Context: an optimization exercise on an open-source flow, tuned for small area, a short achievable clock period and few clock cycles. The choices shown serve that exercise and are no tape-out recipe.
Only simulation tests tie the RTL to the original design; equivalence was not proved.
Power and IR drop assume default switching activity.

File: flow/constraint.sdc
create_clock -name core_clock -period 10.0 [get_ports {clk}]
set_input_delay 2.0000 -clock core_clock [delete_from_list [all_inputs] [get_ports {clk}]]
set_output_delay 2.0000 -clock core_clock [all_outputs]
set_load 0.01 [all_outputs]
File: flow/design.v
module ddp_divider (
    input  wire [29:0] rem,
    input  wire        bit_in,
    output wire [29:0] rem_next,
    output wire        fits
);
    localparam [30:0] NS_PER_SEC = 31'd1000000000;
    wire [30:0] rem_shift = {rem, bit_in};
    wire [31:0] rem_sub   = {1'b0, rem_shift} - {1'b0, NS_PER_SEC};
    assign fits     = !rem_sub[31];
    assign rem_next = fits ? rem_sub[29:0] : rem_shift[29:0];
endmodule
module ddp_hdr_codec (
    input  wire [108:0] ser_hdr,
    output wire [111:0] ser_bytes,    
    output wire [4:0]   ser_len,      
    input  wire [111:0] par_bytes,
    input  wire [15:0]  par_buflen,   
    output wire [108:0] par_hdr,      
    output wire [4:0]   par_len,      
    output wire         par_bad       
);
    wire       s_t      = ser_hdr[108];
    wire [7:0] s_flags  = {3'b010, ser_hdr[108:104]};
    assign ser_bytes = {s_flags, ser_hdr[103:32], s_t ? ser_hdr[31:0] : 32'd0};
    assign ser_len   = s_t ? 5'd14 : 5'd10;
    wire p_t = par_bytes[108];           
    assign par_len = p_t ? 5'd14 : 5'd10;
    assign par_bad = (par_buflen < 16'd10) || (p_t && par_buflen < 16'd14);
    assign par_hdr = {par_bytes[108:104],         
                      par_bytes[103:96],          
                      par_bytes[95:88],           
                      par_bytes[87:80],           
                      par_bytes[79:48],           
                      par_bytes[47:32],           
                      p_t ? par_bytes[31:0] : 32'd0};
endmodule
module ddp_core (
    input  wire         clk,
    input  wire         rst,           
    input  wire         cmd_valid,
    output wire         cmd_ready,
    input  wire [7:0]   cmd_op,
    input  wire [111:0] cmd_data,
    input  wire [15:0]  cmd_len,
    input  wire         cmd_txfail,    
    input  wire [63:0]  cmd_now_sec,   
    input  wire [29:0]  cmd_now_nanos,
    output reg          rsp_valid,
    output reg  [2:0]   rsp_status,
    output reg  [111:0] rsp_data,
    output reg  [15:0]  rsp_len,
    output reg          rsp_mism
);
    localparam [7:0] OP_FLAGS_ENC = 8'h10, OP_FLAGS_DEC = 8'h11,
                     OP_PF_ENC    = 8'h12, OP_PF_DEC    = 8'h13,
                     OP_HDR_SER   = 8'h14, OP_HDR_PARSE = 8'h15,
                     OP_PKT_PARSE = 8'h16,
                     OP_TX_CONFIG = 8'h20, OP_TX_SETDEST = 8'h21,
                     OP_TX_SETOFF = 8'h22, OP_TX_TCON    = 8'h23,
                     OP_TX_TCOFF  = 8'h24, OP_TX_WRITE   = 8'h25,
                     OP_TX_WRITEAT = 8'h26,
                     OP_TC_INSTANT = 8'h40, OP_TC_DELAY  = 8'h41;
    localparam [2:0] ST_OK = 3'd0, ST_MALFORMED = 3'd1, ST_TOO_LARGE = 3'd2,
                     ST_RESERVED = 3'd3, ST_TRANSPORT = 3'd4, ST_ILLEGAL = 3'd5;
    localparam [15:0] MAX_PAYLOAD   = 16'd1440;
    localparam [15:0] EPOCH_LO      = 16'h7E80;    
    reg [4:0]  hdr_flags;     
    reg [7:0]  hdr_seq;
    reg [7:0]  hdr_pf;
    reg [7:0]  hdr_dest;
    reg [31:0] hdr_offset;
    reg [15:0] hdr_length;
    reg [31:0] hdr_tc;
    reg        tc_busy;        
    reg [6:0]  tc_cnt;         
    reg [29:0] tc_rem;         
    reg [63:0] tc_dvd;         
    reg [15:0] tc_base;        
    reg        tc_carry;       
    assign cmd_ready = !tc_busy;
    wire accept = cmd_valid && cmd_ready;
    wire [7:0] seq_next = (hdr_seq == 8'd0)  ? 8'd0 :
                          (hdr_seq <= 8'd15) ? hdr_seq + 8'd1 : 8'd1;
    wire [31:0] wr_offset = (cmd_op == OP_TX_WRITEAT) ? cmd_data[31:0] : hdr_offset;
    wire [108:0] wr_hdr = {hdr_flags, seq_next, hdr_pf, hdr_dest,
                           wr_offset, cmd_len, hdr_tc};
    wire [108:0] ser_in = (cmd_op == OP_HDR_SER) ? cmd_data[108:0] : wr_hdr;
    wire [111:0] ser_bytes;
    wire [4:0]   ser_len;
    wire [108:0] par_hdr;
    wire [4:0]   par_len;
    wire         par_bad;
    ddp_hdr_codec u_codec (
        .ser_hdr    (ser_in),
        .ser_bytes  (ser_bytes),
        .ser_len    (ser_len),
        .par_bytes  (cmd_data),
        .par_buflen (cmd_len),
        .par_hdr    (par_hdr),
        .par_len    (par_len),
        .par_bad    (par_bad)
    );
    wire [15:0] pkt_avail    = cmd_len - {11'd0, par_len};
    wire [15:0] pkt_declared = par_hdr[47:32];
    wire        pkt_mism     = pkt_avail < pkt_declared;
    wire [15:0] pkt_paylen   = pkt_mism ? pkt_avail : pkt_declared;
    wire [64:0] dly_t    = {cmd_data[63], cmd_data[63:0]} + {35'd0, cmd_now_nanos};
    wire        dly_fast = (dly_t[64:38] == 27'd0);
    wire        tc_bit = (tc_cnt > 7'd16) && tc_dvd[63];
    wire [29:0] tc_rem_next;
    wire        tc_fits;
    ddp_divider u_div (
        .rem      (tc_rem),
        .bit_in   (tc_bit),
        .rem_next (tc_rem_next),
        .fits     (tc_fits)
    );
    wire [15:0] tc_sec = tc_base + (tc_carry ? tc_dvd[30:15] : 16'd0);
    always @(posedge clk) begin
        if (rst) begin
            hdr_flags    <= 5'b00001;      
            hdr_seq      <= 8'd1;
            hdr_pf       <= 8'h0D;         
            hdr_dest     <= 8'd1;
            hdr_offset   <= 32'd0;
            hdr_length   <= 16'd0;
            hdr_tc       <= 32'd0;
            tc_busy      <= 1'b0;
            rsp_valid    <= 1'b0;
        end else begin
            rsp_valid  <= 1'b0;
            rsp_status <= ST_OK;
            rsp_data   <= 112'd0;
            rsp_len    <= 16'd0;
            rsp_mism   <= 1'b0;
            if (tc_busy) begin
                tc_rem <= tc_rem_next;
                tc_dvd <= {tc_dvd[62:0], tc_fits};
                tc_cnt <= tc_cnt - 7'd1;
                if (tc_cnt == 7'd1) begin
                    tc_busy        <= 1'b0;
                    rsp_valid      <= 1'b1;
                    rsp_data[31:0] <= {tc_sec, tc_dvd[14:0], tc_fits};
                end
            end
            if (accept) begin
                rsp_valid <= 1'b1;
                case (cmd_op)
                OP_FLAGS_ENC: rsp_data[7:0] <= {3'b010, cmd_data[4:0]};
                OP_FLAGS_DEC: rsp_data[4:0] <= cmd_data[4:0];
                OP_PF_ENC:    rsp_data[7:0] <= cmd_data[7:0];
                OP_PF_DEC:    rsp_data[7:0] <= cmd_data[7:0];
                OP_HDR_SER: begin
                    rsp_data <= ser_bytes;
                    rsp_len  <= {11'd0, ser_len};
                end
                OP_HDR_PARSE, OP_PKT_PARSE: begin
                    if (par_bad) begin
                        rsp_status     <= ST_MALFORMED;
                        rsp_data[15:0] <= cmd_len;
                    end else begin
                        rsp_data[108:0] <= par_hdr;
                        if (cmd_op == OP_HDR_PARSE) begin
                            rsp_len <= {11'd0, par_len};
                        end else begin
                            rsp_len  <= pkt_paylen;
                            rsp_mism <= pkt_mism;
                        end
                    end
                end
                OP_TX_CONFIG: begin
                    hdr_flags  <= cmd_data[108:104];
                    hdr_seq    <= cmd_data[103:96];
                    hdr_pf     <= cmd_data[95:88];
                    hdr_dest   <= cmd_data[87:80];
                    hdr_offset <= cmd_data[79:48];
                    hdr_length <= cmd_data[47:32];
                    hdr_tc     <= cmd_data[31:0];
                end
                OP_TX_SETDEST: begin
                    if (cmd_data[7:0] == 8'd0)
                        rsp_status <= ST_RESERVED;
                    else
                        hdr_dest <= cmd_data[7:0];
                end
                OP_TX_SETOFF: hdr_offset <= cmd_data[31:0];
                OP_TX_TCON: begin
                    hdr_flags[4] <= 1'b1;
                    hdr_tc       <= cmd_data[31:0];
                end
                OP_TX_TCOFF: begin
                    hdr_flags[4] <= 1'b0;
                    hdr_tc       <= 32'd0;
                end
                OP_TX_WRITE, OP_TX_WRITEAT: begin
                    if (cmd_op == OP_TX_WRITEAT)
                        hdr_offset <= cmd_data[31:0];
                    if (cmd_len > MAX_PAYLOAD) begin
                        rsp_status     <= ST_TOO_LARGE;
                        rsp_data[15:0] <= cmd_len;
                    end else begin
                        hdr_seq    <= seq_next;
                        hdr_length <= cmd_len;
                        if (cmd_txfail) begin
                            rsp_status <= ST_TRANSPORT;
                        end else begin
                            rsp_data <= ser_bytes;
                            rsp_len  <= cmd_len + {11'd0, ser_len};
                        end
                    end
                end
                OP_TC_INSTANT: begin
                    rsp_valid <= 1'b0;
                    tc_busy   <= 1'b1;
                    tc_cnt    <= 7'd17;
                    tc_rem    <= {1'b0, cmd_data[93:65]};
                    tc_dvd    <= {cmd_data[64], 63'd0};
                    tc_base   <= cmd_data[15:0] + EPOCH_LO;
                    tc_carry  <= 1'b0;
                end
                OP_TC_DELAY: begin
                    rsp_valid <= 1'b0;
                    tc_busy   <= 1'b1;
                    tc_base   <= cmd_now_sec[15:0] + EPOCH_LO;
                    tc_carry  <= 1'b1;
                    if (dly_fast) begin
                        tc_cnt <= 7'd25;
                        tc_rem <= {1'b0, dly_t[37:9]};
                        tc_dvd <= {dly_t[8:0], 55'd0};
                    end else begin
                        tc_cnt <= 7'd80;
                        tc_rem <= dly_t[64] ? 30'd999999999 : 30'd0;
                        tc_dvd <= dly_t[63:0];
                    end
                end
                default: begin
                    rsp_status    <= ST_ILLEGAL;
                    rsp_data[7:0] <= cmd_op;
                end
                endcase
            end
        end
    end
endmodule
File: flow/config.mk
export PLATFORM = sky130hd
export DESIGN_NAME = ddp_core
export DESIGN_NICKNAME = ddp_core
export VERILOG_FILES = /design/flow/design.v
export SDC_FILE = /design/flow/constraint.sdc
export NUM_CORES = 4
export LEC_CHECK = 0
export CAP_MARGIN = 20
export CORE_MARGIN = 2
export CORE_UTILIZATION = 40
export PLACE_DENSITY = 0.6
export SLEW_MARGIN = 20
File: flow/run.sh
#!/bin/bash
# synth_recipe.tcl (not shown) runs the flow's synth.tcl, then flattens the netlist and writes it again
# the make line also repeats each setting of config.mk as NAME=value (left out here)
make -C /OpenROAD-flow-scripts/flow DESIGN_CONFIG=/design/flow/config.mk WORK_HOME=/design/flow/orfs CLKGATE_MAP_FILE= SYNTH_SCRIPT=/design/flow/synth_recipe.tcl finish
==> impl_metrics.csv <==
group,metric,value,unit
setup_path,cp_slowest_cell,"a2111oi_4",
final_layout,layout_common_cells,"313 x clkdlybuf4s50_1, 299 x nor2_1, 248 x edfxtp_1, 210 x nand2_1, 183 x a21oi_1",
global_routing,grt_util_all_layers,28.7,%
timing,hold_violations,0,
worst_hold_path,hold_depth,2,
pwr,power_frac_comb,14.7,%
pwr,peakVddDrop,99.9,uV
global_routing,grt_start_max_net_pins,148,
synthesis,netlist_area,0.0216,sq mm
pwr,finalPower,3.63,mW
drt,num_vias,20200,
setup_path,startpoint_type,"primary input",
placement,numPortBuffers,314,
run_status,status,"complete, no violations",
timing,setup_viol,0,
cts,cts_buffers,40,
global_routing,overflow,0,
drt,avgRoutedWirePerCell,25.2,um
cts,clk_pin_slew_worst_paths,0.06,ns
cts,cts_resized,0,
cts,clockRootBuffer,"clkbuf_16",
synthesis,synthCells,2353,
setup_path,criticalPathCategory,"primary input to flip-flop",
setup_path,crit_cells,14,
timing,skew,0.0123,ns
floorplan,ios,368,
cts,cts-hold-fix-buffers,0,
drt,wirelength,83200,um
cts,clk_latency,0.57,ns
timing,min_period,7.61,ns
drt,drcViolationCount,0,
pwr,p_clk_share,41.1,%
setup_path,max_stage_delay,0.99,ns
cts,cts.htree.levels,2,
timing,worst_pin_slew,1.12,ns
worst_hold_path,hp-class,"flip-flop to flip-flop",
placement,place_area,0.0253,sq mm
global_routing,grt_pass1_wl,122000,um
timing,fin_setup_tns,0,ns
final_layout,drive_gt1_share,6.25,%
setup_path,cpLargestDelayFamily,"compound AO/OA/AOI/OAI gates",
timing,fmaxAchievable,131,MHz
floorplan,die_x,236,um
setup_path,arrival,7.88,ns
final_layout,n_antenna_cell,0,
timing,drv_slew,0,
final_layout,syn2layout_area_growth,23.4,%
synthesis,ys_ff_latch,343,
flow_run,drv_cap,0,
setup_path,cp_max_fo,39,
drt,drtIter0Drc,2060,
global_routing,first_global_vias,19400,
placement,globalplace.congestion,0.889,
drt,via_per_inst,6.11,
cts,cts_setup_buffers,0,
pwr,switching_share,26.5,%
cts,clock_path_buffers,3,
floorplan,num_rows,85,
setup_path,crit_chain,"clkdlybuf4s50_1 > inv_1 > fa_1 > nand2b_1 > a21oi_1 > nor3b_1 > o21ai_1 > a21oi_2 > nor3_1 > xnor2_1 > o2111ai_1 > a2111oi_4 > and2_4 > o22ai_1",
drt,drtPass1Iterations,6,
pwr,power-per-cell-area,136,mW/mm^2
final_layout,layout_commonest_cell,"clkdlybuf4s50_1",
synthesis,synth-async-reset-ratio,0,%
setup_path,cp-end-kind,"flip-flop",
timing,rsz0062_at_grt,"false",
setup_path,crit_required,10.28,ns
synthesis,synth_edf_count,248,
drt,antenna_left,0,
synthesis,ys_warn_count,1,
synthesis,synth_area_per_cell,9.17,sq um
final_layout,design_area,0.0266,sq mm
synthesis,ys_types,87,
pwr,leakage,9.25,nW
cts,tritoncts,"built",
setup_path,rr_worst_depth,14,
timing,relSlewSlack,25.5,%
floorplan,dieArea,0.0558,sq mm
global_routing,antenna_found_initial,2,
floorplan,start_util,40.3,%
floorplan,fp.coreArea,0.0536,sq mm
synthesis,seq_area_frac_synth,43.3,%
cts,cts.sinks,343,
pwr,p_sw,0.961,mW
placement,place_hpwl,57400,um
final_layout,fin_nets,2885,
pwr,p_seq_share,44.2,%
timing,min_period_over_period,76.1,%
synthesis,synthFlopType,"edfxtp_1",
setup_path,critPathBufInv,2,
floorplan,dieHeight,236,um
pwr,intPower,2.67,mW
flip-flops by register name, summed over array words and instances (netlist names):
name,cells
rsp_data,110
tc_cnt,7
tc_busy,1
hdr_offset,32
tc_carry,1
hdr_flags,5
tc_base,16
hdr_seq,8
hdr_dest,8
rsp_len,16
tc_dvd,64
tc_rem,30
rsp_status,3
hdr_tc,32
hdr_pf,8
rsp_mism,1
rsp_valid,1
final timing paths:
path	slack, ns	endpoint	from
hold reg to reg	0.46	hdr_flags[2]$_SDFFE_PP0P_	hdr_flags[2]$_SDFFE_PP0P_
setup reg to reg	5.97	rsp_data[30]$_DFFE_PN_	tc_carry$_DFFE_PP_
hold / removal	0.46	hdr_flags[2]$_SDFFE_PP0P_	hdr_flags[2]$_SDFFE_PP0P_
setup / recovery	2.40	tc_dvd[15]$_DFFE_PN_	cmd_data[1]
final cells by class:
class	count	area, sq um
clock buffer	61	1180
clock inverter	12	128
fill	5062	27000
inverter	56	218
multi-input combinational	1778	11400
sequential	343	9350
tap	696	871
timing repair buffer	359	3500
cell usage after synthesis (31+ instances only):
cell type / count / area (sq um)
xnor2_1: 78 / 683
inv_1: 55 / 206
nor3_1: 51 / 255
dfxtp_1: 95 / 1900
clkbuf_1: 153 / 574
ha_1: 69 / 863
edfxtp_1: 248 / 7450
a21oi_1: 183 / 916
mux2i_1: 121 / 1210
nor2_1: 305 / 1140
nand4_1: 31 / 194
o22ai_1: 72 / 450
a221oi_1: 50 / 438
nand2_1: 211 / 792
o21ai_0: 132 / 661
a22oi_1: 93 / 698
nand3_1: 37 / 185
xor2_1: 50 / 438
logic make-up (layout without fill, tap and decap cells):
| logic type | after synthesis | in the layout | synth area share (%) |
|---|---|---|---|
| other cells | 1 | 2 | 0.0174 |
| xor+xnor | 128 | 128 | 5.20 |
| mux | 133 | 133 | 6.24 |
| buf+inv | 233 | 488 | 4.30 |
| simple gates | 758 | 758 | 16.0 |
| fa+ha+maj | 75 | 75 | 4.47 |
| flops | 343 | 343 | 43.3 |
| compound gates | 682 | 682 | 20.5 |
power by group through the flow:
stage | logic, mW | clock network [mW] | registers (mW)
CTS | 0.525 | 1.52 | 1.60
global route | 0.567 | 1.57 | 1.61
finish | 0.533 | 1.49 | 1.60
global placement | 0.517 | 0 | 1.63
floorplan | 0.261 | 0 | 1.64
detailed placement | 0.522 | 0 | 1.63
per-stage QoR:
stage	utilization (%)	instances	worst slack, ns	hold slack, ns
after CTS	49.6	3303	2.55	0.455
after global routing	49.7	3305	2.27	0.472
after floorplan	-	2354	3.69	0.437
after global placement	47.2	3230	2.01	0.442
after detailed placement	47.2	3230	1.95	0.447
final	49.7	3305	2.40	0.457
worst min-delay path: stages, from the launching register on:
cell     delay, ns
dfxtp_1       0.31
nand2_1       0.05
a21oi_1       0.05
routing by layer:
layer	wire [um]	track usage, %	vias to the layer above
met2	36700	43.9	1059
met4	2810	10.6	2
met5	11	0	-
li1	-	-	9169
met3	7380	5.48	141
met1	36300	40.4	9824
Testbench counts, summed over its fixed seeds: cycles 10,484.

-- what the ideal ports hide --
No port has a modelled driver above. Below, the same layout with a new extraction and two added sets of constraints. Step 1: set_driving_cell puts a clkbuf_16 on clk and a buf_2 on each other input, an assumption about the parent block. Step 2 times the ports against the registers' clock, not the clock port: input delays grow and output delays shrink by t, the midpoint of the rising clock arrivals with the driver on. a / b / c = ideal ports / drivers / drivers and shift; a / b = the first two.
t, ns: 0.627
setup slack, ns: 2.395 / 2.430 / 1.803
worst slew at a driven data input, ns: 0.07
After both steps this run still meets setup and hold. For this run, drivers alone change the setup slack by +0.035 ns; drivers and shift together by -0.592 ns.
